Context: an optimization exercise on an open-source flow, tuned for small area. The choices shown serve that exercise and are no tape-out recipe.
The RTL was checked by simulation tests, not by an equivalence proof against the original design.
Power figures rest on the tool's default switching activity, not on a simulated workload.

Design ggcodec, start of the top module:
module ggcodec (
  input  wire        clk,
  input  wire        rst,         
  input  wire        start,       
  input  wire [3:0]  cmd,         
  input  wire [71:0] code_in,     
  input  wire [3:0]  len_in,
  input  wire [31:0] addr_in,
  input  wire [31:0] val_in,
  input  wire [31:0] cmp_in,
  input  wire        cmpp_in,
  output reg  [1:0]  status,
  output wire [23:0] r_addr,
  output wire [15:0] r_val,
  output wire [7:0]  r_cmp,
  output wire        r_hascmp,
  output wire [71:0] r_code,      
  output wire [3:0]  r_len
);
Size: ~1800 cells after synthesis, roughly 45 flip-flops, roughly 310 I/O pins, ~0.010 sq mm of cells after synthesis.
Settings: LEC_CHECK=0, CAP_MARGIN=20, CORE_MARGIN=2, CORE_UTILIZATION=35, SLEW_MARGIN=20; clock period 8.0 ns.
standard.sh (not shown) runs the stock make flow with config.mk's settings and CLKGATE_MAP_FILE= SYNTH_SCRIPT=/design/flow/synth_recipe.tcl, a recipe that flattens the netlist after the stock synthesis.
==> flow/flow/run.sh <==
#!/bin/bash
# Own layout flow: the standard layout, except that synthesis maps the
# logic with an area-only ABC script (flow/synth.tcl, flow/area.abc) and
# the port buffers are the smallest buffer. Each step's full output goes
# to a log file of its own in the work folder.
set -euo pipefail
W=$(pwd)
export AREA_ABC_SCRIPT=$W/flow/area.abc
# The synthesis script must be synth_recipe.tcl's, with only abc changed.
diff <(tail -n +2 synth_recipe.tcl) <(grep -v '^#' flow/synth.tcl | sed -n '/^source/,$p') > diff_synth.log 2>&1 || true
bash standard.sh SYNTH_SCRIPT=$W/flow/synth.tcl ADDER_MAP_FILE= synth > synth.log 2>&1
bash standard.sh SYNTH_SCRIPT=$W/flow/synth.tcl ADDER_MAP_FILE= \
  "BUFFER_PORTS_ARGS=-buffer_cell sky130_fd_sc_hd__buf_1" finish > layout.log 2>&1
==> flow/flow/area.abc <==
strash
dch -f
amap
strash
dch -f
amap
topo
==> flow/flow/synth.tcl <==
# synth_recipe.tcl with an area-only ABC mapping: every abc call of ORFS's
# synthesis script gets flow/area.abc as its script (no buffering or
# sizing for delay; the placer repairs slew and capacitance).
proc synth {args} { yosys synth -nofsm -noshare {*}$args }
proc abc {args} {
  set i [lsearch -exact $args -script]
  if { $i >= 0 } { lset args [expr {$i + 1}] $::env(AREA_ABC_SCRIPT) }
  set j [lsearch -exact $args -D]
  if { $j >= 0 } { set args [lreplace $args $j [expr {$j + 1}]] }
  set k [lsearch -exact $args -constr]
  if { $k >= 0 } { set args [lreplace $args $k [expr {$k + 1}]] }
  yosys abc {*}$args
}
source $::env(SCRIPTS_DIR)/synth.tcl
# left out here: clear keep_hierarchy, flatten, clean up, hide names made inside functions, write 1_2_yosys.v
Rerun with:
--- a/flow/flow/run.sh
+++ b/flow/flow/run.sh
@@ -1,5 +1,5 @@
 #!/bin/bash
 # Own layout flow: the standard layout, except that synthesis maps the
-# logic with an area-only ABC script (flow/synth.tcl, flow/area.abc) and
+# logic with an area-oriented ABC script (flow/synth.tcl, flow/area.abc) and
 # the port buffers are the smallest buffer. Each step's full output goes
 # to a log file of its own in the work folder.
==> flow/flow/area.abc (replaced) <==
strash
dch -f
amap -F 16 -A 64 -C 4000
mfs -a
mfs2
strash
dch -f
amap -F 16 -A 64 -C 4000
mfs -a
mfs2
strash
dch -f
amap -F 16 -A 64 -C 4000
topo
- CORE_UTILIZATION: 35 -> 30
- CTS_BUF_LIST: not set -> sky130_fd_sc_hd__clkbuf_8
Register-to-register slack gets worse by 90 ps.
Non-clock buffer count increases by 2.
First-iteration DRC count is higher by 21%.
Wire length goes down by 4.3%.
Utilization goes down by 5.8 points.
Fmax grows by 7.3%.
Power goes down by 7.4%.
Cell count falls by 3.7%.
Rerun with:
--- a/flow/flow/run.sh
+++ b/flow/flow/run.sh
@@ -1,5 +1,5 @@
 #!/bin/bash
 # Own layout flow: the standard layout, except that synthesis maps the
-# logic with an area-oriented ABC script (flow/synth.tcl, flow/area.abc) and
+# logic with an area-only ABC script (flow/synth.tcl, flow/area.abc) and
 # the port buffers are the smallest buffer. Each step's full output goes
 # to a log file of its own in the work folder.
==> flow/flow/area.abc (replaced) <==
strash
dch -f
amap -F 16 -A 64 -C 4000
strash
dch -f
amap -F 16 -A 64 -C 4000
topo
- CORE_UTILIZATION: 30 -> 35
- CTS_BUF_LIST: sky130_fd_sc_hd__clkbuf_8 -> not set
Design area goes up by 0.67%.
Register-to-register slack degrades by 90 ps.
Worst hold slack stays flat.
First-iteration DRC count increases by 24%.
Power is higher by 6.8%.
Maximum frequency fell by 3.8%.
Rerun with:
- CTS_BUF_LIST: not set -> sky130_fd_sc_hd__clkbuf_8
Hold slack is better by 6.1 ps; via count went down by 0.56%; wire length went down by 0.49%; power came out lower by 4.8%; clock power came out lower by 27%; final cell count does not change; combinational power hardly moves; setup slack got worse by 20 ps.

-- separate check: timing with driven ports --
The flow's constraints put no driver on any port. The routed layouts listed below were extracted and timed again, unchanged, in two steps.
Step 1, drivers: a clkbuf_16 drives clk and a buf_2 each remaining input, both assumed.
Step 2, shift: input delay + t, output delay - t, t = (earliest + latest rising clock arrival at the registers) / 2. This alone moves slack from input paths to output paths.
Three values: no drivers, after step 1, after step 2; two values: the first two.
run	shift t [ns]	setup slack, ns	clock arrival spread, ns	slew at the worst register clock pin (ns)	worst slew at a driven data input, ns
the first run	0.323	2.130 / 2.095 / 2.418	0.006 / 0.006	0.07 / 0.07	0.07
the second run	0.326	2.529 / 2.492 / 2.331	0.008 / 0.008	0.08 / 0.08	0.09
the third run	0.319	2.315 / 2.275 / 2.593	0.005 / 0.005	0.06 / 0.06	0.09
the fourth run	0.326	2.296 / 2.260 / 2.585	0.007 / 0.007	0.08 / 0.08	0.09
After both steps every run listed still meets setup and hold. The setup slack of the second run, which loses most, moves by -0.037 ns with the drivers and by -0.198 ns with both steps.
